This is an optimization exercise on Yosys and OpenROAD, whose aim is small area, a short achievable clock period and few clock cycles per item, not a production implementation.
RTL that was checked went through simulation tests only; none was proved equivalent to the original.
No functional check of the RTL was part of runs 3 and 6.
Power figures rest on the tool's default switching activity, not on a simulated workload.

<file path="flow/flow/run.sh">
#!/bin/bash
# Standard layout with plain buffers (not delay cells) on the ports and with
# adders left to abc as plain gates (no ripple half/full adder cells).
set -euo pipefail
export BUFFER_PORTS_ARGS="-buffer_cell sky130_fd_sc_hd__buf_1"
export ADDER_MAP_FILE=
bash standard.sh > standard.log 2>&1
</file>
<file path="flow/standard.sh">
#!/bin/bash
# synth_recipe.tcl (not shown) runs the flow's synth.tcl, then flattens the netlist and writes it again
# the make line also repeats each setting of config.mk as NAME=value (left out here)
make -C /OpenROAD-flow-scripts/flow DESIGN_CONFIG=/design/flow/config.mk WORK_HOME=/design/flow/orfs CLKGATE_MAP_FILE= SYNTH_SCRIPT=/design/flow/synth_recipe.tcl "${@:-finish}"
</file>
<file path="flow/config.mk">
export PLATFORM = sky130hd
export DESIGN_NAME = x64ptw
export DESIGN_NICKNAME = x64ptw
export VERILOG_FILES = /design/flow/design.v
export SDC_FILE = /design/flow/constraint.sdc
export NUM_CORES = 4
export LEC_CHECK = 0
export ABC_CLOCK_PERIOD_IN_PS = 2000
export CAP_MARGIN = 20
export CORE_AREA = 5 5 275 275
export DIE_AREA = 0 0 280 280
export PLACE_DENSITY = 0.6
export SETUP_SLACK_MARGIN = 2.2
export SLEW_MARGIN = 20
export TNS_END_PERCENT = 10
</file>
<file path="flow/constraint.sdc">
create_clock -name core_clock -period 6.0 [get_ports {clk}]
set_input_delay 1.2000 -clock core_clock [delete_from_list [all_inputs] [get_ports {clk}]]
set_output_delay 1.2000 -clock core_clock [all_outputs]
set_load 0.01 [all_outputs]
</file>
<file path="flow/design.v">
`timescale 1ns/1ps
module x64ptw_entry_decode (
    input  wire [1:0]  lv,
    input  wire [63:0] raw,
    output wire        leaf,
    output wire        big1g,         
    output wire        big2m,         
    output wire [4:0]  frame_shift,
    output wire [27:0] frame_ref,
    output wire        dirty,
    output wire        global_pg,
    output wire        pat,
    output wire [63:0] reserved,
    output wire        faulty
);
    wire l1 = (lv == 2'd0);
    wire l2 = (lv == 2'd1);
    wire l3 = (lv == 2'd2);
    wire l4 = (lv == 2'd3);
    assign big1g     = l3 & raw[7];
    assign big2m     = l2 & raw[7];
    assign leaf      = l1 | big1g | big2m;
    assign dirty     = leaf & raw[6];
    assign global_pg = leaf & raw[8];
    assign pat       = l1 ? raw[7] : ((big1g | big2m) & raw[12]);
    assign frame_shift = big1g ? 5'd30 : big2m ? 5'd21 : 5'd12;
    assign frame_ref[9:0]   = big1g ? raw[39:30] : big2m ? raw[30:21] : raw[21:12];
    assign frame_ref[18:10] = big1g ? 9'd0 : big2m ? raw[39:31] : raw[30:22];
    assign frame_ref[27:19] = (big1g | big2m) ? 9'd0 : raw[39:31];
    assign reserved[6:0]   = 7'd0;
    assign reserved[7]     = l4 & raw[7];
    assign reserved[12:8]  = 5'd0;
    assign reserved[20:13] = (big1g | big2m) ? raw[20:13] : 8'd0;
    assign reserved[29:21] = big1g ? raw[29:21] : 9'd0;
    assign reserved[39:30] = 10'd0;
    assign reserved[51:40] = raw[51:40];
    assign reserved[63:52] = 12'd0;
    assign faulty = (|raw[51:40]) | (l4 & raw[7]) |
                    ((big1g | big2m) & (|raw[20:13])) | (big1g & (|raw[29:21]));
endmodule
`timescale 1ns/1ps
module x64ptw (
    input  wire        clk,
    input  wire        rst,
    input  wire        cmd_valid,
    output wire        cmd_ready,
    input  wire [63:0] cmd_root,
    input  wire [63:0] cmd_va,
    input  wire        abort_req,
    output wire        mem_req_valid,
    input  wire        mem_req_ready,
    output wire [63:0] mem_req_addr,
    input  wire        mem_rsp_valid,
    input  wire [63:0] mem_rsp_data,
    input  wire        mem_rsp_err,
    output wire        ent_valid,
    output wire [2:0]  ent_level,
    output wire [8:0]  ent_index,
    output wire [63:0] ent_table_base,
    output wire [63:0] ent_raw,
    output wire        ent_leaf,
    output wire        ent_present,
    output wire        ent_writable,
    output wire        ent_user,
    output wire        ent_write_through,
    output wire        ent_cache_disable,
    output wire        ent_accessed,
    output wire        ent_exec_disable,
    output wire        ent_ps_valid,
    output wire        ent_ps,
    output wire        ent_dirty,
    output wire        ent_global,
    output wire        ent_pat,
    output wire [4:0]  ent_frame_shift,
    output wire [27:0] ent_frame_ref,
    output wire [63:0] ent_reserved,
    output wire        ent_faulty,
    output wire        rsp_valid,
    output wire [2:0]  rsp_status,
    output wire        rsp_mapped,
    output wire [63:0] rsp_page_base,
    output wire [4:0]  rsp_page_shift,
    output wire [29:0] rsp_page_offset,
    output wire [63:0] rsp_pa,
    output wire [2:0]  rsp_count,
    output wire [63:0] rsp_info
);
    reg        st_req;       
    reg        st_wait;      
    reg        st_done;      
    reg [1:0]  lv_q;         
    reg [63:0] va_q;
    reg [63:0] base_q;       
    reg [63:3] nxt_q;        
    reg        nxt_ok;       
    reg        nxt_canon;    
    wire [63:0] raw = mem_rsp_data;
    function [8:0] va_index(input [1:0] lv, input [63:0] va);
        case (lv)
            2'd3:    va_index = va[47:39];
            2'd2:    va_index = va[38:30];
            2'd1:    va_index = va[29:21];
            default: va_index = va[20:12];
        endcase
    endfunction
    wire [8:0]  index     = va_index(lv_q, va_q);
    wire [1:0]  lv_next   = lv_q - 2'd1;
    wire [8:0]  index_nxt = va_index(lv_next, va_q);
    wire [63:0] cur_addr  = (lv_q == 2'd3) ? {nxt_q, base_q[2:0]} : {base_q[63:12], index, 3'b000};
    wire canonical = (cmd_va[63:47] == 17'd0) || (cmd_va[63:47] == 17'h1FFFF);
    wire        d_leaf, d_big1g, d_big2m;
    wire [4:0]  d_shift;
    wire [27:0] d_frame;
    x64ptw_entry_decode u_dec (
        .lv         (lv_q),
        .raw        (raw),
        .leaf       (d_leaf),
        .big1g      (d_big1g),
        .big2m      (d_big2m),
        .frame_shift(d_shift),
        .frame_ref  (d_frame),
        .dirty      (ent_dirty),
        .global_pg  (ent_global),
        .pat        (ent_pat),
        .reserved   (ent_reserved),
        .faulty     (ent_faulty)
    );
    wire answer   = st_wait & mem_rsp_valid;
    wire stop     = mem_rsp_err | !raw[0] | d_leaf | abort_req;
    wire w_end    = answer & stop;                
    wire w_next   = answer & !stop;               
    wire idle     = !(st_req | st_wait | st_done);
    assign cmd_ready = idle | st_done | w_end;
    wire accept      = cmd_valid & cmd_ready;
    wire first_req   = accept & nxt_ok & nxt_canon;
    assign mem_req_valid = st_req | w_next | first_req;
    assign mem_req_addr  = (st_wait & !stop) ? {24'd0, raw[39:12], index_nxt, 3'b000} :
                           st_req ? cur_addr : {nxt_q, cmd_root[2:0]};
    wire nxt_hold = (lv_q == 2'd3) & (st_req | (st_wait & !mem_rsp_valid));
    always @(posedge clk) begin
        if (!nxt_hold)
            nxt_q <= cmd_root[63:3] + {52'd0, cmd_va[47:39]};
        nxt_canon <= canonical;
        nxt_ok    <= cmd_valid & !accept & !nxt_hold;
    end
    always @(posedge clk) begin
        if (rst) begin
            st_req  <= 1'b0;
            st_wait <= 1'b0;
            st_done <= 1'b0;
        end else if (accept) begin
            st_req  <= canonical & !(nxt_ok & mem_req_ready);
            st_wait <= canonical & nxt_ok & mem_req_ready;
            st_done <= !canonical;
        end else if (w_next) begin
            st_req  <= !mem_req_ready;
            st_wait <= mem_req_ready;
        end else begin
            if (st_req & mem_req_ready) begin
                st_req  <= 1'b0;
                st_wait <= 1'b1;
            end
            if (w_end)
                st_wait <= 1'b0;
            st_done <= 1'b0;
        end
    end
    always @(posedge clk) begin
        if (cmd_ready) begin
            va_q   <= cmd_va;
            base_q <= cmd_root;
            lv_q   <= 2'd3;
        end else if (w_next) begin
            base_q <= {24'd0, raw[39:12], 12'd0};
            lv_q   <= lv_next;
        end
    end
    assign ent_valid         = answer & !mem_rsp_err;
    assign ent_level         = {1'b0, lv_q} + 3'd1;
    assign ent_index         = index;
    assign ent_table_base    = base_q;
    assign ent_raw           = raw;
    assign ent_leaf          = d_leaf;
    assign ent_present       = raw[0];
    assign ent_writable      = raw[1];
    assign ent_user          = raw[2];
    assign ent_write_through = raw[3];
    assign ent_cache_disable = raw[4];
    assign ent_accessed      = raw[5];
    assign ent_exec_disable  = raw[63];
    assign ent_ps_valid      = (lv_q != 2'd0);
    assign ent_ps            = (lv_q != 2'd0) & raw[7];
    assign ent_frame_shift   = d_shift;
    assign ent_frame_ref     = d_frame;
    wire mapped = st_wait & !mem_rsp_err & raw[0] & d_leaf;
    wire [29:0] offset = d_big1g ? va_q[29:0] :
                         d_big2m ? {9'd0, va_q[20:0]} : {18'd0, va_q[11:0]};
    wire [39:0] pbase  = {raw[39:30],
                          d_big1g ? 9'd0 : raw[29:21],
                          (d_big1g | d_big2m) ? 9'd0 : raw[20:12],
                          12'd0};
    assign rsp_valid       = st_done | w_end;
    assign rsp_status      = st_done ? 3'd1 :
                             mem_rsp_err ? 3'd2 :
                             (raw[0] & !d_leaf) ? 3'd7 : 3'd0;
    assign rsp_mapped      = mapped;
    assign rsp_page_base   = mapped ? {24'd0, pbase} : 64'd0;
    assign rsp_page_shift  = mapped ? d_shift : 5'd0;
    assign rsp_page_offset = mapped ? offset : 30'd0;
    assign rsp_pa          = mapped ? {24'd0, pbase | {10'd0, offset}} : 64'd0;
    assign rsp_count       = st_done ? 3'd0 : ({1'b0, ~lv_q} + {2'd0, !mem_rsp_err});
    assign rsp_info        = st_done ? va_q : mem_rsp_err ? cur_addr : 64'd0;
endmodule
</file>
==> implementation parameters, run 1 <==
Parameter                              Value

Cells and area
  Share of post-route cells with drive strength above 1 ... approximately 15%
  Net total in the final layout ... 2,271
  Growth of design area from synthesis to finish ... 27.6%

Routing
  First-pass iteration count of the detailed router ... 6
  Final ANT Viol Nets ... 0
  Wire length reported by the detailed router ... between 80,000 and 90,000 um
  Wire length per cell after detailed routing ... between 20 and 30 um
  Count of routing violations after the opening detailed-route iteration ... 1,677
  DRC errors left ... 0
  Via count ... 14,700
  Drt via density ... around 4.8

Critical path
  Startpoint type of the worst setup path ... input port
  Delay contributed by the slowest stage of the critical path ... around 0.25 ns
  Category of the worst setup path capture point ... output pin
  Critical path, cell by cell ... clkbuf_16 > nand2b_4 > a21o_4 > clkinvlp_4 > nand3_4 > buf_12 > buf_16 > nor2_1 > buf_1
  Worst EP required ... 4.80 ns
  Setup CP Type ... in2out
  CP max FO ... 8
  Worst-case reg-to-reg path depth ... 8
  Critical Path AT ... 2.66 ns
  Slowest cell on crit path ... a21o_4

Die
  Std-Cell Rows ... 99
  Core area ... 72,600 sq um
  Die boundary height ... between 200 and 300 um
  Die Span X ... 280 um
  Effective utilization at floorplan ... between 10% and 20%
  Full die area ... 78,400 sq um
  Count of pins on the block boundary ... 752

Placed design
  Count of input and output buffers ... 610
  Dpl hpwl ... 65,100 um
  RePlAce Congestion ... 0.927

Logic synthesis
  Register area share after synthesis ... just over 40%
  Unique cell type count in the Yosys netlist ... 61
  Synth cell count leaders ... nand2_1 (260), buf_4 (204), edfxtp_1 (189)
  Netlist Area Pre-Place ... ~14,000 sq um
  Most instantiated library cell after synthesis ... nand2_1
  Mean instance size in the synthesized netlist ... 9.12 sq um
  Synth top area share ... 39.3%
  Top flip-flop cell by instance count after synthesis ... edfxtp_1
  Async set-reset flop share out of synthesis ... 0%
  Yosys warning count ... 1
  Post-synthesis sequential element count ... 196
  EDFF count, synth ... 189
  Ranking of synthesized cells by area ... edfxtp_1 (39%), buf_4 (11%), nand2_1 (6.8%)
  Largest area contributor in the netlist ... edfxtp_1
  Count of mapped cells out of synthesis ... 1,584

Pwr
  PnR Total Power ... 0.00437 W
  Net switching power ... between 0.0015 and 0.002 W
  Leakage dissipation ... 6.60 nW
  Max VDD drop ... between 0.00015 and 0.0002 V
  Portion of total power attributed to combinational logic ... 25.2%
  Switching share of power ... a little under two fifths
  Internal portion of total power ... 0.00272 W
  Relative contribution of the clock network to total power ... 29.0%
  Reg power frac ... about 46%
  P per Cell Area ... 237 nW/um^2

STA
  Max-slew violation count ... 0
  Highest Clock Rate ... ~260 MHz
  Hold Violations, Final ... 0
  Max transition margin ... 29.0%
  Worst-margin pin slew ... 1.06 ns
  Min cycle time layout ... around 3.9 ns
  # setup viols final ... 0
  Final critical-path share of the clock period ... 64.4%
  Clock skew ... between 0.015 and 0.02 ns
  Setup repair after global routing missed its margin ... true
  Total negative slack for setup checks ... 0 ns

Clock network
  Total clock buffers created by CTS ... 17
  Clock sink count ... 196
  Clock latency of the later-clocked register in the worst-skew pair ... about 0.49 ns
  Root cell of the clock tree ... clkbuf_16
  Total of hold buffers inserted after clock tree synthesis ... 0
  Clock-pin slew of the registers on the worst-case setup and hold paths ... 0.09 ns
  Longest Clk Path Bufs ... 2
  Count of H-tree levels built during CTS ... 4
  Clock tree from TritonCTS ... done

Global routing
  Met1 capacity usage during global routing ... 26.0%
  Busiest layer in global routing ... met2
  GR Util met2 ... 32.9%
  Number of global-route vias before repair ... 13,900
  Number of antenna violations at the first check in global routing ... 15
  Grt total ovfl ... 0
  Total routing resource utilization after global routing ... 20.9%
  Pin count of the biggest net entering global routing ... 53
  Wire length of the first global-routing pass ... 115,000 um
  Global routing usage on met3 ... under 10%

Hold path
  Worst Hold Path Cells ... 2
  Tightest Hold Check Type ... reg2reg

Run
  Maximum Capacitance Violations ... 0

Status
  Result of the run ... complete, no violations
## power by group through the flow
stage	Combinational (W)	Clock, W	Sequential [W]
after global routing	0.00118	0.00137	0.00203
after CTS	0.00109	0.00132	0.00200
after floorplan	0.000611	0	0.00191
final	0.00110	0.00126	0.00200
after global placement	0.00105	0	0.00203
after detailed placement	0.00106	0	0.00203
## routing by layer
layer  part of all wire, %  vias to the layer above  wire, um
li1                      -                     6332         -
met4                   5.0                       10      4380
met3                   9.9                      177      8610
met5                 0.086                        -        75
met2                    46                     1009     39800
met1                    39                     7135     34300
## cells by family after synthesis
logic type / count (synthesis) / synth area share (%)
and+or+nand+nor: 585 / 19.2
buffers and inverters: 354 / 15.0
AOI/OAI and AO/OA: 264 / 11.6
DFF: 196 / 40.3
muxes: 107 / 9.21
xor gates and xnor gates: 73 / 4.43
adders and majority gates: 3 / 0.208
other: 2 / 0.0520
## metrics by stage
stage / setup slack, ns / instance area [sq um] / utilization (%) / std cells / hold WS [ns]
floorplan: 1.87 / 14800 / - / 1677 / 0.527
global placement: 1.35 / 16600 / 22.9 / 2961 / 0.563
detailed placement: 1.29 / 16600 / 22.9 / 2961 / 0.573
CTS: 2.13 / 18200 / 25.1 / 3036 / 0.574
global route: 2.12 / 18400 / 25.3 / 3044 / 0.602
finish: 2.14 / 18400 / 25.4 / 3056 / 0.569
## critical path, delay by kind of cell
| kind | cells | cell delay [ns] |
|---|---|---|
| compound gates | 1 | 0.25 |
| buf+inv | 5 | 0.79 |
| simple gates | 3 | 0.41 |
## cells in the final DEF (no fill, tap or decap), types with 12 or more instances in the layout
master,n
buf_1,548
nand2_1,255
edfxtp_1,189
conb_1,95
nor2_1,86
o21ai_0,71
and2_1,64
mux2i_1,62
a31oi_1,58
a21oi_1,56
xor2_1,55
buf_4,53
nand3_1,38
a311oi_1,33
buf_2,31
and3_1,30
inv_1,27
mux2_2,27
nand4_1,21
clkbuf_16,19
mux4_2,18
xnor2_1,17
clkbuf_2,15
or2_2,13
nor3_1,13
buf_6,13
buf_12,13
diode_2,12
## final cells by class
cell class / instances / area, sq um
clock buffer: 18 / 429
fill: 7988 / 54200
antenna: 12 / 30.0
tap: 959 / 1200
timing repair inverter: 3 / 20.0
timing repair buffer: 686 / 3370
inverter: 34 / 163
sequential: 196 / 5830
multi-input combinational: 1134 / 7210
clock inverter: 14 / 169
## flip-flops by register name, indices dropped and copies added, names as in the netlist
signal     flops
st_wait        1
base_q        64
nxt_ok         1
st_done        1
va_q          64
lv_q           2
st_req         1
nxt_canon      1
nxt_q         61
## worst paths after layout
check,startpoint,end,slack (ns)
max,mem_rsp_data[7],rsp_page_base[38],2.14
min reg2reg,nxt_ok,st_req,0.57
max reg2reg,lv_q[0],base_q[39],3.20
min,nxt_ok,st_req,0.57
## timing repair
item                                    CTS  global route
buffers inserted                         28             7
endpoints found under the setup margin  296           168
resized for setup                       129            43
pin swaps                                12             5
cloned                                   15             1
endpoints found under the hold margin     0             0
Testbench counts, summed over its fixed seeds: cycles 21,230, walks 3,200.
==> inputs of run 2 (changes only) <==
--- a/flow/design.v
+++ b/flow/design.v
@@ -89,13 +89,13 @@
     reg        st_wait;      
     reg        st_done;      
     reg [1:0]  lv_q;         
-    reg [63:0] va_q;
+    reg [47:0] va_q;
     reg [63:0] base_q;       
     reg [63:3] nxt_q;        
     reg        nxt_ok;       
     reg        nxt_canon;    
     wire [63:0] raw = mem_rsp_data;
-    function [8:0] va_index(input [1:0] lv, input [63:0] va);
+    function [8:0] va_index(input [1:0] lv, input [47:0] va);
         case (lv)
             2'd3:    va_index = va[47:39];
             2'd2:    va_index = va[38:30];
@@ -167,8 +167,8 @@
     end
     always @(posedge clk) begin
         if (cmd_ready) begin
-            va_q   <= cmd_va;
-            base_q <= cmd_root;
+            va_q   <= cmd_va[47:0];
+            base_q <= {canonical ? cmd_root[63:48] : cmd_va[63:48], cmd_root[47:0]};
             lv_q   <= 2'd3;
         end else if (w_next) begin
             base_q <= {24'd0, raw[39:12], 12'd0};
@@ -209,5 +209,5 @@
     assign rsp_page_offset = mapped ? offset : 30'd0;
     assign rsp_pa          = mapped ? {24'd0, pbase | {10'd0, offset}} : 64'd0;
     assign rsp_count       = st_done ? 3'd0 : ({1'b0, ~lv_q} + {2'd0, !mem_rsp_err});
-    assign rsp_info        = st_done ? va_q : mem_rsp_err ? cur_addr : 64'd0;
+    assign rsp_info        = st_done ? {base_q[63:48], va_q} : mem_rsp_err ? cur_addr : 64'd0;
 endmodule
--- a/flow/config.mk
+++ b/flow/config.mk
@@ -8,6 +8,8 @@
 export ABC_CLOCK_PERIOD_IN_PS = 2000
 export CAP_MARGIN = 20
 export CORE_AREA = 5 5 275 275
+export CTS_BUF_LIST = sky130_fd_sc_hd__clkbuf_8 sky130_fd_sc_hd__clkbuf_16
+export CTS_CLUSTER_SIZE = 12
 export DIE_AREA = 0 0 280 280
 export PLACE_DENSITY = 0.6
 export SETUP_SLACK_MARGIN = 2.2
==> implementation parameters, run 2 <==
Parameter                              Value

Pwr
  Leakage dissipation ... 6.37 nW (-3.5%)
  Switching share of power ... 35.2% (-2.4 points)
  Reg power frac ... 44.3% (-1.6 points)
  Max VDD drop ... 0.000117 V (-33%)
  P per Cell Area ... 208 nW/um^2 (-12%)
  Relative contribution of the clock network to total power ... 33.1% (+4.1 points)
  Portion of total power attributed to combinational logic ... 22.5% (-2.7 points)
  Net switching power ... 0.00131 W (-21%)
  Internal portion of total power ... 0.00240 W (-12%)

Cells and area
  Number of flip-flops under the largest register name ... 64
  Fill count ... 7,995 (+0.088%)
  Net total in the final layout ... 2,251 (-0.88%)
  Register with the highest flop count ... base_q
  Sequential cell area in the final layout ... 5340 sq um (-8.3%)
  Registers with the most flip-flops ... base_q (64), nxt_q (61), va_q (48)
  Footprint of the multi-input gates ... 7290 sq um (+1.0%)
  Layout Utilization ... 24.5% (-0.85 points)
  Growth of design area from synthesis to finish ... 29.1%
  Top library cells by usage in the layout, fill and taps aside ... buf_1 (578), nand2_1 (259), edfxtp_1 (173)
  Share of post-route cells with drive strength above 1 ... 11.8% (-2.9 points)
  Most common cell after layout, fill and taps aside ... buf_1

Logic synthesis
  Most instantiated library cell after synthesis ... nand2_1
  Ranking of synthesized cells by area ... edfxtp_1 (38%), buf_4 (11%), nand2_1 (7.2%)
  Synth cell count leaders ... nand2_1 (266), buf_4 (203), edfxtp_1 (173)
  Yosys warning count ... 1 (unchanged)
  Post-synthesis sequential element count ... 180 (-8.2%)
  Largest area contributor in the netlist ... edfxtp_1
  Register area share after synthesis ... 38.7% (-1.6 points)
  Count of mapped cells out of synthesis ... 1,570 (-0.88%)
  Unique cell type count in the Yosys netlist ... 61 (unchanged)
  Mean instance size in the synthesized netlist ... 8.79 sq um (-3.6%)
  Synth top area share ... 37.6% (-1.7 points)
  EDFF count, synth ... 173 (-8.5%)
  Async set-reset flop share out of synthesis ... 0% (unchanged)
  Top flip-flop cell by instance count after synthesis ... edfxtp_1
  Netlist Area Pre-Place ... 13,800 sq um (-4.5%)

Critical path
  Critical Path Stages ... 10 (+1)
  Delay contributed by the slowest stage of the critical path ... 0.22 ns (-0.03 ns)
  CP max FO ... 9 (+1)
  Category of the worst setup path capture point ... output pin
  Worst EP required ... 4.80 ns (about the same)
  Setup CP Type ... in2out
  Slowest cell on crit path ... nor2_1
  Critical register-to-register path startpoint ... lv_q[0]
  Start point of the critical path ... mem_rsp_data[0]
  Startpoint type of the worst setup path ... input port
  Cell family with most CP delay ... simple AND/OR/NAND/NOR gates
  Critical path, cell by cell ... buf_12 > nor2b_4 > nor2b_4 > and2_4 > nand2_8 > buf_6 > buf_16 > nor2_1 > a31oi_4 > buf_2
  Critical Path AT ... 2.70 ns (+0.04 ns)
  Worst-case reg-to-reg path depth ... 9 (+1)
  CP dominant cell by count ... nor2b_4
  Number of buffer and inverter stages on the critical path ... 4 (-1)

Routing
  First-pass iteration count of the detailed router ... 5 (-1)
  Wire length reported by the detailed router ... 84,000 um (-3.6%)
  Drt via density ... 4.72 (-1.6%)
  DRC errors left ... 0 (unchanged)
  Final ANT Viol Nets ... 0 (unchanged)
  Count of routing violations after the opening detailed-route iteration ... 1,250 (-25%)
  Wire length per cell after detailed routing ... 27.7 um (-2.8%)
  Via count ... 14,300 (-2.4%)

Die
  Die boundary height ... 280 um (unchanged)
  Count of pins on the block boundary ... 752 (unchanged)
  Full die area ... 78,400 sq um (unchanged)
  Die Span X ... 280 um (unchanged)
  Std-Cell Rows ... 99 (unchanged)
  Effective utilization at floorplan ... 19.0% (-0.89 points)
  Core area ... 72,600 sq um (unchanged)

STA
  Hold Violations, Final ... 0 (unchanged)
  Setup repair after global routing missed its margin ... true
  Worst-margin pin slew ... 1.02 ns (-0.0413 ns)
  Worst setup margin ... 2.10 ns (-0.0364 ns)
  Max-slew violation count ... 0 (unchanged)
  # setup viols final ... 0 (unchanged)
  Total negative slack for setup checks ... 0 ns (unchanged)
  Final critical-path share of the clock period ... 65.0% (+0.61 points)
  Highest Clock Rate ... 256 MHz (-0.93%)
  Clock skew ... 0.0150 ns (-0.000610 ns)
  Min cycle time layout ... 3.90 ns (+0.0364 ns)
  Max transition margin ... 32.1% (+3.0 points)

Global routing
  Global routing usage on met3 ... 6.82% (-0.11 points)
  GR Util met2 ... 33.2% (+0.30 points)
  Pin count of the biggest net entering global routing ... 49 (-7.5%)
  Number of antenna violations at the first check in global routing ... 14 (-1)
  Wire length of the first global-routing pass ... 110,000 um (-4.2%)
  Total routing resource utilization after global routing ... 20.1% (-0.82 points)
  Grt total ovfl ... 0 (unchanged)
  Busiest layer in global routing ... met2
  Met1 capacity usage during global routing ... 24.2% (-1.8 points)
  Number of global-route vias before repair ... 13,400 (-4.0%)

Clock network
  Clock tree from TritonCTS ... done
  Clock sink count ... 180 (-8.2%)
  Root cell of the clock tree ... clkbuf_16
  Total of hold buffers inserted after clock tree synthesis ... 0 (unchanged)
  Clock-pin slew of the registers on the worst-case setup and hold paths ... 0.07 ns (-0.02 ns)
  Clock latency of the later-clocked register in the worst-skew pair ... 0.49 ns (about the same)
  Total clock buffers created by CTS ... 17 (unchanged)
  Longest Clk Path Bufs ... 2 (unchanged)
  Count of H-tree levels built during CTS ... 4 (unchanged)

Hold path
  Tightest Hold Check Type ... reg2reg
  Source of the worst hold timing path ... nxt_ok
  Worst Hold Path Cells ... 2 (unchanged)

Status
  Result of the run ... complete, no violations

Placed design
  Worst slack at placement ... 1.13 ns (-0.154 ns)
  RePlAce Congestion ... 0.869 (-6.2%)
  Count of input and output buffers ... 610 (unchanged)
  Dpl hpwl ... 64,900 um (-0.30%)

Run
  Maximum Capacitance Violations ... 0 (unchanged)
-- run 2: changes by cell type after synthesis, sizes merged, moves of 12 or more --
cell     change
a22o        +30
mux2        -27
o2111ai     +18
nor2        +17
xor2        -36
nor3        +12
o21ai       +12
xnor2       +36
a311oi      -38
edfxtp      -16
buf         -16
-- run 2: worst paths after layout --
path                endpoint  slack [ns]
min reg2reg          st_wait        0.59
max reg2reg       base_q[22]        3.15
max          mem_req_addr[4]        2.10
min                  st_wait        0.59
-- run 2: power groups by stage --
stage / Combinational (W) / Sequential, W / Clock (W)
2_1_floorplan: 0.000464 / 0.00161 / 0
3_3_place_gp: 0.000782 / 0.00166 / 0
3_5_place_dp: 0.000784 / 0.00167 / 0
4_1_cts: 0.000815 / 0.00164 / 0.00129
5_1_grt: 0.000897 / 0.00166 / 0.00133
6_report: 0.000835 / 0.00165 / 0.00123
-- run 2: timing repair --
action,4_1_cts,5_1_grt
cloned,8,3
endpoints found under the setup margin,258,161
hold endpoints to repair,0,0
setup buffers,13,5
resized for setup,122,67
pin swaps,5,5
-- run 2: per-stage QoR --
step	cell area (sq um)	cells	hold WS [ns]	power (W)
floorplan	14200	1663	0.544	0.00208
global placement	16100	2962	0.504	0.00245
detailed placement	16100	2963	0.507	0.00245
CTS	17500	3016	0.567	0.00374
global route	17800	3024	0.608	0.00388
finish	17800	3030	0.589	0.00371
-- run 2: cell families (layout without fill, tap and decap cells) --
family                     after synthesis  in the layout  share of synthesized area [%]
and+or+nand+nor                        618            619                           21.1
DFF                                    180            180                           38.7
buffers and inverters                  332            733                           14.8
other                                    2            101                         0.0544
muxes                                   77             77                           7.22
xor gates and xnor gates                73             73                           4.63
adders and majority gates                3              3                          0.218
AOI/OAI and AO/OA                      285            285                           13.3
-- run 2: final cells by class --
type / instances / area share [%]
clock buffer: 17 / 2.39
multi-input combinational: 1152 / 40.9
sequential: 180 / 30.0
clock inverter: 15 / 0.976
antenna: 6 / 0.0843
tap: 959 / 6.74
timing repair inverter: 2 / 0.0702
inverter: 29 / 0.738
timing repair buffer: 670 / 18.1
-- run 2: routing by layer --
| layer | routed length [um] | part of all wire [%] | vias up |
|---|---|---|---|
| met5 | 66 | 0.079 | - |
| met4 | 3280 | 3.9 | 10 |
| met3 | 8460 | 10 | 130 |
| met2 | 40100 | 48 | 888 |
| met1 | 32100 | 38 | 7039 |
| li1 | - | - | 6239 |
-- run 2: worst min-delay path: stages, from the launching register on --
cell and delay, ns:
dfxtp_1 0.33, a31oi_1 0.16, a311oi_1 0.05
Testbench counts of run 2, summed over its fixed seeds: cycles 21,230, walks 3,200.
==> inputs of run 3 (changes only) <==
--- a/flow/design.v
+++ b/flow/design.v
@@ -137,9 +137,15 @@
     assign mem_req_addr  = (st_wait & !stop) ? {24'd0, raw[39:12], index_nxt, 3'b000} :
                            st_req ? cur_addr : {nxt_q, cmd_root[2:0]};
     wire nxt_hold = (lv_q == 2'd3) & (st_req | (st_wait & !mem_rsp_valid));
+    wire [63:3] nxt_sum;
+    x64ptw_first_addr u_first (
+        .root (cmd_root[63:3]),
+        .index(cmd_va[47:39]),
+        .addr (nxt_sum)
+    );
     always @(posedge clk) begin
         if (!nxt_hold)
-            nxt_q <= cmd_root[63:3] + {52'd0, cmd_va[47:39]};
+            nxt_q <= nxt_sum;
         nxt_canon <= canonical;
         nxt_ok    <= cmd_valid & !accept & !nxt_hold;
     end
@@ -211,3 +217,10 @@
     assign rsp_count       = st_done ? 3'd0 : ({1'b0, ~lv_q} + {2'd0, !mem_rsp_err});
     assign rsp_info        = st_done ? {base_q[63:48], va_q} : mem_rsp_err ? cur_addr : 64'd0;
 endmodule
+module x64ptw_first_addr (
+    input  wire [63:3] root,
+    input  wire [8:0]  index,
+    output wire [63:3] addr
+);
+    assign addr = root + {52'd0, index};
+endmodule
--- a/flow/config.mk
+++ b/flow/config.mk
@@ -14,4 +14,5 @@
 export PLACE_DENSITY = 0.6
 export SETUP_SLACK_MARGIN = 2.2
 export SLEW_MARGIN = 20
+export SYNTH_HIERARCHICAL = 1
 export TNS_END_PERCENT = 10
==> implementation parameters, run 3 <==
Parameter                              Value

Cells and area
  Registers with the most flip-flops ... base_q (64), nxt_q (61), va_q (48)
  Top library cells by usage in the layout, fill and taps aside ... buf_1 (580), nand2_1 (246), edfxtp_1 (173)
  Number of flip-flops under the largest register name ... 64 (unchanged)
  Growth of design area from synthesis to finish ... 24.8%
  Cell area after layout ... 17,700 sq um (-0.63%)
  Register with the highest flop count ... base_q
  Most common cell after layout, fill and taps aside ... buf_1
  Net total in the final layout ... 2,220 (-1.4%)
  Share of post-route cells with drive strength above 1 ... 11.5% (-0.26 points)

Routing
  Wire length per cell after detailed routing ... 26.7 um (-3.5%)
  First-pass iteration count of the detailed router ... 6 (+1)
  DRC errors left ... 0 (unchanged)
  Via count ... 14,100 (-1.6%)
  Wire length reported by the detailed router ... 80,100 um (-4.6%)
  Final ANT Viol Nets ... 0 (unchanged)
  Count of routing violations after the opening detailed-route iteration ... 1,353 (+8.2%)
  Drt via density ... 4.70 (-0.48%)

Critical path
  Category of the worst setup path capture point ... output pin
  Worst EP required ... 4.80 ns (about the same)
  CP max FO ... 8 (-1)
  Startpoint type of the worst setup path ... input port
  Setup CP Type ... in2out
  Critical Path AT ... 2.84 ns (+0.14 ns)

Clock network
  Total clock buffers created by CTS ... 17 (unchanged)
  Clock latency of the later-clocked register in the worst-skew pair ... 0.49 ns (about the same)
  Count of H-tree levels built during CTS ... 4 (unchanged)
  Clock sink count ... 180 (unchanged)
  Longest Clk Path Bufs ... 2 (unchanged)
  Clock tree from TritonCTS ... done
  Root cell of the clock tree ... clkbuf_16
  Clock-pin slew of the registers on the worst-case setup and hold paths ... 0.08 ns (about the same)

Die
  Core area ... 72,600 sq um (unchanged)
  Effective utilization at floorplan ... 19.5% (+0.52 points)
  Count of pins on the block boundary ... 752 (unchanged)
  Die Span X ... 280 um (unchanged)
  Std-Cell Rows ... 99 (unchanged)
  Full die area ... 78,400 sq um (unchanged)
  Die boundary height ... 280 um (unchanged)

Logic synthesis
  Synth top area share ... 36.6% (-1.0 points)
  Netlist Area Pre-Place ... 14,200 sq um (+2.7%)
  Largest area contributor in the netlist ... edfxtp_1
  Unique cell type count in the Yosys netlist ... 77 (+26%)
  Ranking of synthesized cells by area ... edfxtp_1 (37%), buf_4 (11%), nand2_1 (6.9%)
  Synth cell count leaders ... nand2_1 (261), buf_4 (211), edfxtp_1 (173)
  Post-synthesis sequential element count ... 180 (unchanged)
  EDFF count, synth ... 173 (unchanged)
  Most instantiated library cell after synthesis ... nand2_1
  Mean instance size in the synthesized netlist ... 9.25 sq um (+5.3%)
  Register area share after synthesis ... 37.6% (-1.0 points)
  Top flip-flop cell by instance count after synthesis ... edfxtp_1
  Async set-reset flop share out of synthesis ... 0% (unchanged)
  Count of mapped cells out of synthesis ... 1,532 (-2.4%)
  Yosys warning count ... 7 (+6)

STA
  Min cycle time layout ... 4.04 ns (+0.139 ns)
  Total negative slack for setup checks ... 0 ns (unchanged)
  Hold Violations, Final ... 0 (unchanged)
  Max-slew violation count ... 0 (unchanged)
  Clock skew ... 0.0153 ns (+0.000281 ns)
  # setup viols final ... 0 (unchanged)
  Highest Clock Rate ... 248 MHz (-3.4%)
  Max transition margin ... 18.9% (-13 points)
  Worst-margin pin slew ... 1.22 ns (+0.198 ns)
  Final critical-path share of the clock period ... 67.3% (+2.3 points)
  Setup repair after global routing missed its margin ... true
  Worst setup margin ... 1.96 ns (-0.139 ns)

Hold path
  Tightest Hold Check Type ... reg2reg

Placed design
  Worst slack at placement ... 0.900 ns (-0.233 ns)
  RePlAce Congestion ... 0.933 (+7.3%)
  Area after DPL ... 16,400 sq um (+1.8%)
  Dpl hpwl ... 61,300 um (-5.5%)
  Count of input and output buffers ... 610 (unchanged)

Global routing
  Number of global-route vias before repair ... 12,800 (-4.4%)
  Total routing resource utilization after global routing ... 19.1% (-0.99 points)
  Number of antenna violations at the first check in global routing ... 11 (-3)
  Pin count of the biggest net entering global routing ... 80 (+63%)
  Grt total ovfl ... 0 (unchanged)
  Wire length of the first global-routing pass ... 106,000 um (-3.9%)

Status
  Result of the run ... complete, no violations

Run
  Maximum Capacitance Violations ... 0 (unchanged)

Pwr
  PnR Total Power ... 0.00336 W (-9.5%)
  Leakage dissipation ... 6.33 nW (-0.50%)
  Max VDD drop ... 0.000173 V (+48%)
  P per Cell Area ... 190 nW/um^2 (-9.0%)
[run 3: layer usage]
layer	GRT usage, %	part of all wire [%]	vias up
li1	-	-	6163
met1	26.6	43	6914
met2	28.5	44	898
met3	5.84	10	100
met4	5.98	2.7	2
met5	0	0.024	-
[run 3: logic make-up after synthesis]
logic type,Yosys count,synth area share (%)
AND/OR/NAND/NOR,614,22.8
other,3,0.0794
AO/OA/AOI/OAI,243,11.4
adder cells (fa/ha/maj),4,0.282
flip-flops,180,37.6
multiplexers,103,8.86
XOR/XNOR,73,4.51
buffers and inverters,312,14.4
[run 3: per-stage QoR]
stage	std cells	hold slack, ns	util [%]
2_1_floorplan	1624	0.462	-
3_3_place_gp	2923	0.493	22.5
3_5_place_dp	2924	0.497	22.6
4_1_cts	2982	0.509	24.1
5_1_grt	2993	0.553	24.4
6_report	2996	0.515	24.4
[run 3: critical path, stage by stage]
cell and delay, ns:
buf_8 0.10, o21ai_4 0.15, inv_4 0.08, nor4b_4 0.28, buf_12 0.18, buf_12 0.14, and2_4 0.18, buf_12 0.16
nand2_1 0.07, o21ai_1 0.12, buf_2 0.15
[run 3: per-module statistics from Yosys (local to each module, per instance)]
module | copies in the design | cells
x64ptw | 1 | 1158
x64ptw_entry_decode | 1 | 147
x64ptw_first_addr | 1 | 227
[run 3: final timing paths]
path / endpoint / cells after the start / slack [ns] / start
max: mem_req_addr[19] / 11 / 1.96 / mem_rsp_data[7]
min: st_wait / 2 / 0.52 / nxt_ok
max reg2reg: base_q[50] / 10 / 3.11 / lv_q[0]
min reg2reg: st_wait / 2 / 0.52 / nxt_ok
[run 3: cell type report]
type                    count  area (sq um)
repair inverters            1          11.3
repair buffers            668          2980
clock buffers              17           425
multi-input cells        1139          7510
flip-flops and latches    180          5350
inverters                  14          96.3
diodes                      3          7.51
clock inverters            15           119
well taps                 959          1200
fillers                  8037         54900
[run 3: repair_timing]
item / 4_1_cts / 5_1_grt
gates cloned: 7 / 1
pin swaps: 8 / 3
buffers inserted: 19 / 10
setup endpoints to repair: 265 / 249
resized for setup: 105 / 31
hold buffers: 0 / 0
[run 3: report_power, final]
part / switching (W) / total [W] / leakage, nW / internal (W)
Clock: 0.000553 / 0.00112 / 0.267 / 0.000566
Combinational: 0.000460 / 0.000681 / 4.17 / 0.000221
Sequential: 0.0000980 / 0.00156 / 1.89 / 0.00146
Total: 0.00111 / 0.00336 / 6.33 / 0.00225
==> inputs of run 4 (changes only) <==
--- a/flow/design.v
+++ b/flow/design.v
@@ -137,15 +137,9 @@
     assign mem_req_addr  = (st_wait & !stop) ? {24'd0, raw[39:12], index_nxt, 3'b000} :
                            st_req ? cur_addr : {nxt_q, cmd_root[2:0]};
     wire nxt_hold = (lv_q == 2'd3) & (st_req | (st_wait & !mem_rsp_valid));
-    wire [63:3] nxt_sum;
-    x64ptw_first_addr u_first (
-        .root (cmd_root[63:3]),
-        .index(cmd_va[47:39]),
-        .addr (nxt_sum)
-    );
     always @(posedge clk) begin
         if (!nxt_hold)
-            nxt_q <= nxt_sum;
+            nxt_q <= cmd_root[63:3] + {52'd0, cmd_va[47:39]};
         nxt_canon <= canonical;
         nxt_ok    <= cmd_valid & !accept & !nxt_hold;
     end
@@ -217,10 +211,3 @@
     assign rsp_count       = st_done ? 3'd0 : ({1'b0, ~lv_q} + {2'd0, !mem_rsp_err});
     assign rsp_info        = st_done ? {base_q[63:48], va_q} : mem_rsp_err ? cur_addr : 64'd0;
 endmodule
-module x64ptw_first_addr (
-    input  wire [63:3] root,
-    input  wire [8:0]  index,
-    output wire [63:3] addr
-);
-    assign addr = root + {52'd0, index};
-endmodule
==> flow/flow/run.sh (replaced) <==
#!/bin/bash
# Standard layout with plain buffers (not delay cells) on the ports, adders
# left to abc as plain gates (no ripple half/full adder cells), and pins
# allowed one track apart so that the die can be smaller.
set -euo pipefail
export BUFFER_PORTS_ARGS="-buffer_cell sky130_fd_sc_hd__buf_1"
export ADDER_MAP_FILE=
export PLACE_PINS_ARGS="-min_distance 1 -min_distance_in_tracks"
bash standard.sh > standard.log 2>&1
==> flow/config.mk (replaced) <==
export PLATFORM = sky130hd
export DESIGN_NAME = x64ptw
export DESIGN_NICKNAME = x64ptw
export VERILOG_FILES = /design/flow/design.v
export SDC_FILE = /design/flow/constraint.sdc
export NUM_CORES = 4
export LEC_CHECK = 0
export ABC_CLOCK_PERIOD_IN_PS = 2000
export CAP_MARGIN = 20
export CORE_AREA = 5 5 195 195
export CTS_BUF_LIST = sky130_fd_sc_hd__clkbuf_8
export DIE_AREA = 0 0 200 200
export PLACE_DENSITY = 0.8
export SETUP_SLACK_MARGIN = 2.2
export SLEW_MARGIN = 20
export TNS_END_PERCENT = 10
==> implementation parameters, run 4 <==
Parameter                              Value

Logic synthesis
  Netlist Area Pre-Place ... 13,800 sq um (-2.7%)
  Top flip-flop cell by instance count after synthesis ... edfxtp_1
  Largest area contributor in the netlist ... edfxtp_1
  Mean instance size in the synthesized netlist ... 8.79 sq um (-5.0%)
  Most instantiated library cell after synthesis ... nand2_1
  EDFF count, synth ... 173 (unchanged)
  Count of mapped cells out of synthesis ... 1,570 (+2.5%)
  Synth top area share ... 37.6% (+1.0 points)
  Ranking of synthesized cells by area ... edfxtp_1 (38%), buf_4 (11%), nand2_1 (7.2%)
  Unique cell type count in the Yosys netlist ... 61 (-21%)
  Synth cell count leaders ... nand2_1 (266), buf_4 (203), edfxtp_1 (173)
  Yosys warning count ... 1 (-6)
  Async set-reset flop share out of synthesis ... 0% (unchanged)
  Register area share after synthesis ... 38.7% (+1.0 points)
  Post-synthesis sequential element count ... 180 (unchanged)

Routing
  Final ANT Viol Nets ... 0 (unchanged)
  DRC errors left ... 0 (unchanged)
  First-pass iteration count of the detailed router ... 6 (unchanged)
  Count of routing violations after the opening detailed-route iteration ... 1,530 (+13%)
  Wire length reported by the detailed router ... 68,200 um (-15%)
  Via count ... 14,800 (+4.9%)
  Drt via density ... 5.84 (+24%)
  Wire length per cell after detailed routing ... 27.0 um (+0.84%)

Placed design
  Dpl hpwl ... 50,200 um (-18%)
  Area after DPL ... 15,400 sq um (-6.1%)
  Count of input and output buffers ... 610 (unchanged)
  RePlAce Congestion ... 1.03 (+10%)

Cells and area
  Register with the highest flop count ... base_q
  Registers with the most flip-flops ... base_q (64), nxt_q (61), va_q (48)
  Fill count ... 3,421 (-57%)
  Share of post-route cells with drive strength above 1 ... 10.6% (-0.87 points)
  Cell area after layout ... 16,700 sq um (-5.5%)
  Most common cell after layout, fill and taps aside ... buf_1
  Top library cells by usage in the layout, fill and taps aside ... buf_1 (579), nand2_1 (259), edfxtp_1 (173)
  Net total in the final layout ... 2,246 (+1.2%)
  Layout Utilization ... 47.0% (+23 points)
  Growth of design area from synthesis to finish ... 21.3%
  Footprint of the multi-input gates ... 7180 sq um (-4.4%)
  Sequential cell area in the final layout ... 5350 sq um (about the same)
  Number of flip-flops under the largest register name ... 64 (unchanged)

STA
  Total negative slack for setup checks ... 0 ns (unchanged)
  Max-slew violation count ... 0 (unchanged)
  Final critical-path share of the clock period ... 64.3% (-3.0 points)
  Min cycle time layout ... 3.86 ns (-0.182 ns)
  Highest Clock Rate ... 259 MHz (+4.7%)
  Worst-margin pin slew ... 1.11 ns (-0.102 ns)
  # setup viols final ... 0 (unchanged)
  Setup repair after global routing missed its margin ... true
  Hold Violations, Final ... 0 (unchanged)
  Max transition margin ... 25.5% (+6.6 points)
  Clock skew ... 0.0226 ns (+0.00730 ns)
  Hold WS ... 0.585 ns (+0.0692 ns)

Global routing
  Grt total ovfl ... 0 (unchanged)
  Pin count of the biggest net entering global routing ... 77 (-3.8%)
  Total routing resource utilization after global routing ... 31.5% (+12 points)
  Wire length of the first global-routing pass ... 91,500 um (-13%)
  Number of global-route vias before repair ... 13,600 (+6.8%)
  Number of antenna violations at the first check in global routing ... 17 (+6)

Die
  Die boundary height ... 200 um (-29%)
  Full die area ... 40,000 sq um (-49%)
  Core area ... 35,600 sq um (-51%)
  Std-Cell Rows ... 69 (-30%)
  Effective utilization at floorplan ... 38.8% (+19 points)
  Die Span X ... 200 um (-29%)
  Count of pins on the block boundary ... 752 (unchanged)

Pwr
  Max VDD drop ... 0.000151 V (-12%)
  Leakage dissipation ... 6.20 nW (-2.2%)
  P per Cell Area ... 198 nW/um^2 (+4.5%)
  PnR Total Power ... 0.00332 W (-1.2%)

Critical path
  Setup CP Type ... in2out
  Category of the worst setup path capture point ... output pin
  Startpoint type of the worst setup path ... input port
  Critical Path AT ... 2.66 ns (-0.18 ns)
  Worst EP required ... 4.80 ns (about the same)
  CP max FO ... 8 (unchanged)

Clock network
  Root cell of the clock tree ... clkbuf_8
  Total clock buffers created by CTS ... 17 (unchanged)
  Count of H-tree levels built during CTS ... 4 (unchanged)
  Longest Clk Path Bufs ... 2 (unchanged)
  Clock tree from TritonCTS ... done
  Clock sink count ... 180 (unchanged)
  Clock latency of the later-clocked register in the worst-skew pair ... 0.51 ns (+0.02 ns)
  Clock-pin slew of the registers on the worst-case setup and hold paths ... 0.11 ns (+0.03 ns)

Run
  Maximum Capacitance Violations ... 0 (unchanged)

Status
  Result of the run ... complete, no violations

Hold path
  Tightest Hold Check Type ... reg2reg
[run 4: layout make-up]
class                           instances  area share [%]
Clock buffer                           17            1.40
Timing Repair Buffer                  664            18.4
Multi-Input combinational cell       1155            42.9
Clock inverter                         15            1.05
Antenna cell                            8           0.120
Inverter                               29           0.778
Sequential cell                       180            31.9
Tap cell                              461            3.45
[run 4: critical path, cell delays in order]
cell and delay (ns):
buf_6 0.11, nor2b_4 0.20, nor2b_4 0.17, and2_4 0.26, nand2_8 0.14, buf_12 0.21
nor2_1 0.13, a31oi_2 0.07, clkbuf_2 0.15
[run 4: through the flow]
step | std cells | worst slack [ns]
6_report | 2529 | 2.14
3_3_place_gp | 2458 | 1.35
2_1_floorplan | 1663 | 1.93
4_1_cts | 2515 | 2.13
5_1_grt | 2526 | 2.11
3_5_place_dp | 2458 | 1.21
[run 4: kinds of logic (layout without fill, tap and decap cells)]
group / after synthesis / count (layout) / share of synthesized area [%]
adder cells (fa/ha/maj): 3 / 3 / 0.218
AO/OA/AOI/OAI: 285 / 285 / 13.3
AND/OR/NAND/NOR: 618 / 622 / 21.1
buffers and inverters: 332 / 725 / 14.8
XOR/XNOR: 73 / 73 / 4.63
flip-flops: 180 / 180 / 38.7
other: 2 / 103 / 0.0544
multiplexers: 77 / 77 / 7.22
[run 4: routing by layer]
layer | global-route usage (%) | part of all wire, % | wire length, um | up-vias
met4 | 18.1 | 6.4 | 4340 | 16
met3 | 11.1 | 14 | 9380 | 273
li1 | - | - | - | 6221
met1 | 36.6 | 34 | 22900 | 7015
met2 | 50.5 | 46 | 31400 | 1248
met5 | 1.67 | 0.27 | 186 | -
[run 4: timing repair]
| item | 4_1_cts | 5_1_grt |
|---|---|---|
| hold buffers | 0 | 0 |
| cloned | 8 | 4 |
| pin swaps | 3 | 2 |
| setup buffers | 17 | 2 |
| resized for setup | 94 | 42 |
| endpoints found under the setup margin | 268 | 140 |
[run 4: where the power goes]
group	switching [W]	total [W]	leakage [nW]	internal (W)
registers	0.000121	0.00163	1.87	0.00151
logic	0.000541	0.000792	4.12	0.000251
clock network	0.000482	0.000897	0.204	0.000415
total	0.00114	0.00332	6.20	0.00217
[run 4: final timing paths]
check                     end  slack (ns)  depth (start not counted)             from
min                   st_wait        0.58                          2           nxt_ok
min reg2reg           st_wait        0.58                          2           nxt_ok
max reg2reg        base_q[22]        3.13                          8          lv_q[0]
max          mem_req_addr[33]        2.14                          9  mem_rsp_data[0]
Testbench counts of run 4, summed over its fixed seeds: cycles 21,230, walks 3,200.
==> inputs of run 5 (changes only) <==
--- a/flow/config.mk
+++ b/flow/config.mk
@@ -10,7 +10,7 @@
 export CORE_AREA = 5 5 195 195
 export CTS_BUF_LIST = sky130_fd_sc_hd__clkbuf_8
 export DIE_AREA = 0 0 200 200
-export PLACE_DENSITY = 0.8
+export PLACE_DENSITY = 0.65
 export SETUP_SLACK_MARGIN = 2.2
 export SLEW_MARGIN = 20
 export TNS_END_PERCENT = 10
==> implementation parameters, run 5 <==
Parameter                              Value

Status
  Result of the run ... complete, no violations

Logic synthesis
  Register area share after synthesis ... 38.7% (unchanged)
  Yosys warning count ... 1 (unchanged)
  Unique cell type count in the Yosys netlist ... 61 (unchanged)
  Most instantiated library cell after synthesis ... nand2_1
  Mean instance size in the synthesized netlist ... 8.79 sq um (unchanged)
  Ranking of synthesized cells by area ... edfxtp_1 (38%), buf_4 (11%), nand2_1 (7.2%)
  Top flip-flop cell by instance count after synthesis ... edfxtp_1
  Count of mapped cells out of synthesis ... 1,570 (unchanged)
  Async set-reset flop share out of synthesis ... 0% (unchanged)
  Synth top area share ... 37.6% (unchanged)
  Synth cell count leaders ... nand2_1 (266), buf_4 (203), edfxtp_1 (173)
  Post-synthesis sequential element count ... 180 (unchanged)
  Largest area contributor in the netlist ... edfxtp_1
  EDFF count, synth ... 173 (unchanged)
  Netlist Area Pre-Place ... 13,800 sq um (unchanged)

Cells and area
  Growth of design area from synthesis to finish ... 19.8%
  Share of post-route cells with drive strength above 1 ... 9.61% (-1.0 points)
  Net total in the final layout ... 2,235 (-0.49%)
  Number of flip-flops under the largest register name ... 64 (unchanged)
  Top library cells by usage in the layout, fill and taps aside ... buf_1 (585), nand2_1 (260), edfxtp_1 (173)
  Registers with the most flip-flops ... base_q (64), nxt_q (61), va_q (48)
  Cell area after layout ... 16,500 sq um (-1.2%)
  Register with the highest flop count ... base_q
  Most common cell after layout, fill and taps aside ... buf_1

Critical path
  Endpoint of the worst register-to-register path ... base_q[23]
  Start point of the critical path ... mem_rsp_err
  Startpoint type of the worst setup path ... input port
  Worst setup path endpoint ... rsp_info[33]
  Setup CP Type ... in2out
  Category of the worst setup path capture point ... output pin
  Critical Path AT ... 2.69 ns (+0.03 ns)
  Worst-case reg-to-reg path depth ... 9 (+1)
  Internal reg-to-reg setup slack ... 2.96 ns (-0.17 ns)
  Critical register-to-register path startpoint ... lv_q[0]
  Worst EP required ... 4.80 ns (about the same)
  CP max FO ... 25 (+17)

Global routing
  Number of global-route vias before repair ... 13,300 (-2.4%)
  Number of antenna violations at the first check in global routing ... 14 (-3)
  Total routing resource utilization after global routing ... 31.1% (-0.39 points)
  Grt total ovfl ... 0 (unchanged)
  Wire length of the first global-routing pass ... 90,800 um (-0.68%)
  Pin count of the biggest net entering global routing ... 73 (-5.2%)

Clock network
  Total clock buffers created by CTS ... 17 (unchanged)
  Count of H-tree levels built during CTS ... 4 (unchanged)
  Clock-pin slew of the registers on the worst-case setup and hold paths ... 0.11 ns (about the same)
  Longest Clk Path Bufs ... 2 (unchanged)
  Total of hold buffers inserted after clock tree synthesis ... 0 (unchanged)
  Clock sink count ... 180 (unchanged)
  Clock latency of the later-clocked register in the worst-skew pair ... 0.52 ns (about the same)
  Root cell of the clock tree ... clkbuf_8
  Clock tree from TritonCTS ... done

Routing
  Final ANT Viol Nets ... 0 (unchanged)
  DRC errors left ... 0 (unchanged)
  Wire length reported by the detailed router ... 66,400 um (-2.6%)
  Via count ... 14,300 (-3.0%)
  Wire length per cell after detailed routing ... 26.3 um (-2.3%)
  Count of routing violations after the opening detailed-route iteration ... 1,426 (-6.8%)
  Drt via density ... 5.68 (-2.8%)
  First-pass iteration count of the detailed router ... 5 (-1)

Placed design
  Area after DPL ... 15,300 sq um (-0.11%)
  Count of input and output buffers ... 610 (unchanged)
  RePlAce Congestion ... 0.948 (-7.8%)
  Dpl hpwl ... 49,900 um (-0.59%)

STA
  Min cycle time layout ... 3.89 ns (+0.0306 ns)
  Max transition margin ... 30.4% (+5.0 points)
  Hold Violations, Final ... 0 (unchanged)
  Worst-margin pin slew ... 1.04 ns (-0.0742 ns)
  Highest Clock Rate ... 257 MHz (-0.79%)
  Total negative slack for setup checks ... 0 ns (unchanged)
  # setup viols final ... 0 (unchanged)
  Setup repair after global routing missed its margin ... true
  Final critical-path share of the clock period ... 64.8% (+0.51 points)
  Max-slew violation count ... 0 (unchanged)
  Clock skew ... 0.0289 ns (+0.00629 ns)

Die
  Std-Cell Rows ... 69 (unchanged)
  Die Span X ... 200 um (unchanged)
  Count of pins on the block boundary ... 752 (unchanged)
  Die boundary height ... 200 um (unchanged)
  Effective utilization at floorplan ... 38.8% (unchanged)
  Full die area ... 40,000 sq um (unchanged)
  Core area ... 35,600 sq um (unchanged)

Pwr
  P per Cell Area ... 196 nW/um^2 (-1.0%)
  Leakage dissipation ... 6.10 nW (-1.6%)
  Max VDD drop ... 0.000123 V (-19%)

Hold path
  Tightest Hold Check Type ... reg2reg
  Source of the worst hold timing path ... nxt_ok

Run
  Maximum Capacitance Violations ... 0 (unchanged)
## run 5: worst min-delay path by stage
| stage | slack, ns | cells after the start | end |
|---|---|---|---|
| after floorplan | 0.54 | 2 | st_wait |
| after global placement | 0.58 | 2 | st_wait |
| after detailed placement | 0.59 | 2 | st_wait |
| after CTS | 0.60 | 2 | st_wait |
| after global routing | 0.66 | 2 | st_wait |
| final | 0.62 | 2 | st_wait |
## run 5: metrics by stage
step / setup slack [ns] / total power [W] / std cells / hold WS (ns) / utilization, %
6_report: 2.11 / 0.00324 / 2522 / 0.620 / 46.5
5_1_grt: 2.05 / 0.00336 / 2518 / 0.664 / 46.4
4_1_cts: 2.17 / 0.00323 / 2509 / 0.605 / 46.2
3_5_place_dp: 1.03 / 0.00239 / 2456 / 0.595 / 43.2
3_3_place_gp: 1.09 / 0.00238 / 2456 / 0.580 / 43.2
2_1_floorplan: 1.93 / 0.00208 / 1663 / 0.544 / -
## run 5: report_power, final
group,switching [W],internal [W]
sequential,0.000122,0.00151
clock,0.000494,0.000332
combinational,0.000537,0.000249
## run 5: critical path: stages
cell,delay [ns]
clkbuf_4,0.16
buf_6,0.29
nand2_1,0.12
buf_4,0.25
o21ai_0,0.43
buf_1,0.23
## run 5: logic make-up after synthesis
group,count (synthesis),synth area share [%]
AO/OA/AOI/OAI,285,13.3
XOR/XNOR,73,4.63
adder cells (fa/ha/maj),3,0.218
buffers and inverters,332,14.8
flip-flops,180,38.7
multiplexers,77,7.22
other,2,0.0544
AND/OR/NAND/NOR,618,21.1
## run 5: timing repair
item                       4_1_cts  5_1_grt
pin swaps                        2        1
setup endpoints to repair      277      167
gates cloned                    13        0
resized for setup              104        8
setup buffers                    8        1
## run 5: cell type report
type,count,area [sq um]
Antenna cell,12,30.0
Clock buffer,17,234
Clock inverter,15,134
Fill cell,3525,19000
Inverter,29,121
Multi-Input combinational cell,1154,7130
Sequential cell,180,5340
Tap cell,461,577
Timing Repair Buffer,653,2950
Timing Repair inverter,1,5.00
## run 5: routing by layer
metal  routed length (um)  share of wire, %  vias to the layer above  GRT usage (%)
li1                     -                 -                     6207              -
met1                23800                36                     6934           36.6
met2                31500                47                      972           51.4
met3                 7290                11                      204           9.01
met4                 3770               5.7                        6           17.2
met5                   39             0.059                        -              0
==> inputs of run 6 (changes only) <==
--- a/flow/design.v
+++ b/flow/design.v
@@ -89,11 +89,10 @@
     reg        st_wait;      
     reg        st_done;      
     reg [1:0]  lv_q;         
+    reg [11:3] lo_q;         
+    reg        cy_q;         
     reg [47:0] va_q;
     reg [63:0] base_q;       
-    reg [63:3] nxt_q;        
-    reg        nxt_ok;       
-    reg        nxt_canon;    
     wire [63:0] raw = mem_rsp_data;
     function [8:0] va_index(input [1:0] lv, input [47:0] va);
         case (lv)
@@ -106,7 +105,9 @@
     wire [8:0]  index     = va_index(lv_q, va_q);
     wire [1:0]  lv_next   = lv_q - 2'd1;
     wire [8:0]  index_nxt = va_index(lv_next, va_q);
-    wire [63:0] cur_addr  = (lv_q == 2'd3) ? {nxt_q, base_q[2:0]} : {base_q[63:12], index, 3'b000};
+    wire [63:0] cur_addr  = {base_q[63:12] + {51'd0, cy_q}, lo_q, base_q[2:0]};
+    wire [9:0]  first_lo  = {1'b0, cmd_root[11:3]} + {1'b0, cmd_va[47:39]};
+    wire        first_cy  = first_lo[9];
     wire canonical = (cmd_va[63:47] == 17'd0) || (cmd_va[63:47] == 17'h1FFFF);
     wire        d_leaf, d_big1g, d_big2m;
     wire [4:0]  d_shift;
@@ -132,25 +133,18 @@
     wire idle     = !(st_req | st_wait | st_done);
     assign cmd_ready = idle | st_done | w_end;
     wire accept      = cmd_valid & cmd_ready;
-    wire first_req   = accept & nxt_ok & nxt_canon;
+    wire first_req   = accept & canonical & !first_cy;
     assign mem_req_valid = st_req | w_next | first_req;
     assign mem_req_addr  = (st_wait & !stop) ? {24'd0, raw[39:12], index_nxt, 3'b000} :
-                           st_req ? cur_addr : {nxt_q, cmd_root[2:0]};
-    wire nxt_hold = (lv_q == 2'd3) & (st_req | (st_wait & !mem_rsp_valid));
-    always @(posedge clk) begin
-        if (!nxt_hold)
-            nxt_q <= cmd_root[63:3] + {52'd0, cmd_va[47:39]};
-        nxt_canon <= canonical;
-        nxt_ok    <= cmd_valid & !accept & !nxt_hold;
-    end
+                           st_req ? cur_addr : {cmd_root[63:12], first_lo[8:0], cmd_root[2:0]};
     always @(posedge clk) begin
         if (rst) begin
             st_req  <= 1'b0;
             st_wait <= 1'b0;
             st_done <= 1'b0;
         end else if (accept) begin
-            st_req  <= canonical & !(nxt_ok & mem_req_ready);
-            st_wait <= canonical & nxt_ok & mem_req_ready;
+            st_req  <= canonical & !(!first_cy & mem_req_ready);
+            st_wait <= canonical & !first_cy & mem_req_ready;
             st_done <= !canonical;
         end else if (w_next) begin
             st_req  <= !mem_req_ready;
@@ -170,9 +164,13 @@
             va_q   <= cmd_va[47:0];
             base_q <= {canonical ? cmd_root[63:48] : cmd_va[63:48], cmd_root[47:0]};
             lv_q   <= 2'd3;
+            lo_q   <= first_lo[8:0];
+            cy_q   <= first_cy;
         end else if (w_next) begin
             base_q <= {24'd0, raw[39:12], 12'd0};
             lv_q   <= lv_next;
+            lo_q   <= index_nxt;
+            cy_q   <= 1'b0;
         end
     end
     assign ent_valid         = answer & !mem_rsp_err;
--- a/flow/config.mk
+++ b/flow/config.mk
@@ -8,7 +8,8 @@
 export ABC_CLOCK_PERIOD_IN_PS = 2000
 export CAP_MARGIN = 20
 export CORE_AREA = 5 5 195 195
-export CTS_BUF_LIST = sky130_fd_sc_hd__clkbuf_8
+export CTS_BUF_LIST = sky130_fd_sc_hd__clkbuf_8 sky130_fd_sc_hd__clkbuf_16
+export CTS_CLUSTER_SIZE = 12
 export DIE_AREA = 0 0 200 200
 export PLACE_DENSITY = 0.65
 export SETUP_SLACK_MARGIN = 2.2
==> implementation parameters, run 6 <==
Parameter                              Value

Cells and area
  Sequential cell area in the final layout ... 3770 sq um (-29%)
  Number of flip-flops under the largest register name ... 64 (unchanged)
  Footprint of the multi-input gates ... 6540 sq um (-8.2%)
  Most common cell after layout, fill and taps aside ... buf_1
  Layout Utilization ... 41.7% (-4.7 points)
  Top library cells by usage in the layout, fill and taps aside ... buf_1 (582), nand2_1 (208), o21ai_0 (133)
  Register with the highest flop count ... base_q
  Cell area after layout ... 14,800 sq um (-10%)
  Antenna diodes ... 0 (-12)
  Share of post-route cells with drive strength above 1 ... 13.4% (+3.7 points)
  Growth of design area from synthesis to finish ... 28.6%
  Fill count ... 3,693 (+4.8%)
  Net total in the final layout ... 2,141 (-4.2%)
  Registers with the most flip-flops ... base_q (64), va_q (48), lo_q (9)

Pwr
  Max VDD drop ... 0.000197 V (+60%)
  Leakage dissipation ... 5.81 nW (-4.8%)
  PnR Total Power ... 0.00336 W (+3.5%)
  P per Cell Area ... 226 nW/um^2 (+15%)

STA
  # setup viols final ... 0 (unchanged)
  Max-slew violation count ... 0 (unchanged)
  Total negative slack for setup checks ... 0 ns (unchanged)
  Hold Violations, Final ... 0 (unchanged)
  Worst setup margin ... 1.77 ns (-0.342 ns)
  Setup repair after global routing missed its margin ... true
  Worst-margin pin slew ... 0.905 ns (-0.136 ns)
  Final critical-path share of the clock period ... 70.5% (+5.7 points)
  Highest Clock Rate ... 236 MHz (-8.1%)
  Clock skew ... 0.0102 ns (-0.0187 ns)
  Min cycle time layout ... 4.23 ns (+0.342 ns)
  Max transition margin ... 39.7% (+9.3 points)

Logic synthesis
  Synth top area share ... 31.8% (-5.9 points)
  Mean instance size in the synthesized netlist ... 8.05 sq um (-8.5%)
  Post-synthesis sequential element count ... 127 (-29%)
  Synth cell count leaders ... nand2_1 (218), buf_4 (216), o21ai_0 (144)
  Async set-reset flop share out of synthesis ... 0% (unchanged)
  Top flip-flop cell by instance count after synthesis ... edfxtp_1
  EDFF count, synth ... 122 (-29%)
  Yosys warning count ... 1 (unchanged)
  Largest area contributor in the netlist ... edfxtp_1
  Count of mapped cells out of synthesis ... 1,434 (-8.7%)
  Netlist Area Pre-Place ... 11,500 sq um (-16%)
  Most instantiated library cell after synthesis ... nand2_1
  Register area share after synthesis ... 32.6% (-6.0 points)
  Ranking of synthesized cells by area ... edfxtp_1 (32%), buf_4 (14%), nand2_1 (7.1%)
  Unique cell type count in the Yosys netlist ... 63 (+3.3%)

Global routing
  Number of antenna violations at the first check in global routing ... 4 (-10)
  Number of global-route vias before repair ... 12,000 (-10%)
  Wire length of the first global-routing pass ... 80,600 um (-11%)
  Total routing resource utilization after global routing ... 27.3% (-3.9 points)
  Pin count of the biggest net entering global routing ... 77 (+5.5%)
  Grt total ovfl ... 0 (unchanged)

Critical path
  Slowest cell on crit path ... maj3_2
  Setup CP Type ... in2out
  Cell family with most CP delay ... compound AO/OA/AOI/OAI gates
  Critical path, cell by cell ... buf_6 > o21ai_0 > o211ai_1 > maj3_2 > buf_4 > o21ai_4 > a21oi_2 > xnor2_1 > o311ai_2 > buf_2
  Startpoint type of the worst setup path ... input port
  CP max FO ... 5 (-80%)
  Delay contributed by the slowest stage of the critical path ... 0.39 ns (-0.04 ns)
  Category of the worst setup path capture point ... output pin
  Number of buffer and inverter stages on the critical path ... 3 (-1)
  Worst EP required ... 4.80 ns (about the same)
  Critical Path AT ... 3.03 ns (+0.34 ns)

Clock network
  Total of hold buffers inserted after clock tree synthesis ... 0 (unchanged)
  Clock tree from TritonCTS ... done
  Total clock buffers created by CTS ... 17 (unchanged)
  Clock sink count ... 127 (-29%)
  Clock-pin slew of the registers on the worst-case setup and hold paths ... 0.07 ns (-0.04 ns)
  Count of H-tree levels built during CTS ... 4 (unchanged)
  Root cell of the clock tree ... clkbuf_16
  Clock latency of the later-clocked register in the worst-skew pair ... 0.44 ns (-0.08 ns)
  Longest Clk Path Bufs ... 2 (unchanged)

Routing
  First-pass iteration count of the detailed router ... 5 (unchanged)
  Final ANT Viol Nets ... 0 (unchanged)
  Wire length reported by the detailed router ... 59,000 um (-11%)
  Wire length per cell after detailed routing ... 24.4 um (-7.3%)
  DRC errors left ... 0 (unchanged)
  Via count ... 12,900 (-10%)
  Drt via density ... 5.33 (-6.2%)
  Count of routing violations after the opening detailed-route iteration ... 1,087 (-24%)

Hold path
  Tightest Hold Check Type ... reg2reg

Placed design
  Count of input and output buffers ... 610 (unchanged)
  Area after DPL ... 13,000 sq um (-16%)
  RePlAce Congestion ... 1.07 (+13%)
  Worst slack at placement ... 1.36 ns (+0.332 ns)
  Dpl hpwl ... 43,800 um (-12%)

Die
  Die boundary height ... 200 um (unchanged)
  Full die area ... 40,000 sq um (unchanged)
  Count of pins on the block boundary ... 752 (unchanged)
  Effective utilization at floorplan ... 32.4% (-6.4 points)
  Std-Cell Rows ... 69 (unchanged)
  Core area ... 35,600 sq um (unchanged)
  Die Span X ... 200 um (unchanged)

Run
  Maximum Capacitance Violations ... 0 (unchanged)

Status
  Result of the run ... complete, no violations
==> run 6: cell count changes in the layout (fill, tap and decap cells not counted), sizes merged, moves of 25 or more <==
cell,delta
o21ai,+59
mux2i,-30
nand2,-48
buf,+41
xnor2,-25
a31oi,-40
edfxtp,-51
==> run 6: worst paths after layout <==
| path | from | endpoint | slack, ns | depth (start not counted) |
|---|---|---|---|---|
| worst max-delay path | cmd_va[41] | mem_req_addr[10] | 1.77 | 10 |
| worst min-delay path | va_q[32] | lo_q[5] | 0.87 | 3 |
| worst max register to register | st_done | base_q[31] | 3.01 | 6 |
| worst min register to register | va_q[32] | lo_q[5] | 0.87 | 3 |
==> run 6: power breakdown <==
group	internal (W)	leakage [nW]	switching, W
Clock	0.000627	0.293	0.000458
Sequential	0.00111	1.32	0.000152
Combinational	0.000345	4.19	0.000661
Total	0.00209	5.81	0.00127
==> run 6: timing repair <==
action	4_1_cts	5_1_grt
cloned	9	1
endpoints found under the setup margin	241	240
buffers inserted	54	9
resized for setup	137	38
pin swaps	27	16
==> run 6: worst min-delay path: cells and delay by family, from the launching register on <==
kind / cells / cell delay (ns)
flops: 1 / 0.38
mux: 1 / 0.27
compound gates: 1 / 0.06
simple gates: 1 / 0.05
==> run 6: kinds of logic after synthesis <==
kind of cell / synth area share [%]
buffers and inverters: 17.9
other: 0.0651
muxes: 6.13
AOI/OAI and AO/OA: 14.8
and+or+nand+nor: 22.8
xor gates and xnor gates: 5.47
adders and majority gates: 0.260
DFF: 32.6
==> run 6: metal layers <==
| layer | GRT usage [%] | vias up | share of wire (%) |
|---|---|---|---|
| met2 | 42.7 | 844 | 45 |
| met4 | 11.2 | 10 | 4.5 |
| li1 | - | 5687 | - |
| met3 | 8.07 | 146 | 11 |
| met5 | 0.956 | - | 0.16 |
| met1 | 35.3 | 6183 | 40 |
==> run 6: area by class of cell <==
cell class	instances	area share (%)
clock buffer	17	2.87
clock inverter	15	1.18
inverter	28	0.852
multi-input combinational	1072	44.1
sequential	127	25.4
tap	461	3.89
timing repair buffer	693	21.6
timing repair inverter	3	0.118
==> run 6: metrics by stage <==
| step | instances | hold WS, ns |
|---|---|---|
| floorplan | 1527 | 0.722 |
| global placement | 2311 | 0.724 |
| detailed placement | 2311 | 0.748 |
| CTS | 2406 | 0.855 |
| global route | 2416 | 0.899 |
| finish | 2416 | 0.869 |

## re-timing with driven ports
How much do the figures lean on ideal ports? The routed layouts below were timed once more, with nothing changed but the port constraints. Step 1 assumes that a clkbuf_16 drives the clock port and a buf_2 every other input. Step 2 also shifts input and output timing later by t, the mid clock arrival at the registers, as if the neighbouring blocks saw the same clock. a / b / c = ideal ports / drivers / drivers and shift; a / b = the first two.
run | t (ns) | setup WS [ns] | clock arrival spread, ns
run 1 | 0.537 | 2.136 / 2.059 / 1.814 | 0.016 / 0.016
run 2 | 0.530 | 2.099 / 1.946 / 1.580 | 0.016 / 0.016
run 3 | 0.535 | 1.961 / 1.919 / 1.846 | 0.022 / 0.022
run 4 | 0.547 | 2.143 / 2.096 / 2.096 | 0.023 / 0.022
run 5 | 0.548 | 2.112 / 2.065 / 2.065 | 0.030 / 0.030
run 6 | 0.481 | 1.770 / 1.734 / 1.734 | 0.015 / 0.015
After both steps every run listed still meets setup and hold. For run 2, which loses most, drivers alone change the setup slack by -0.153 ns; drivers and shift together by -0.519 ns.
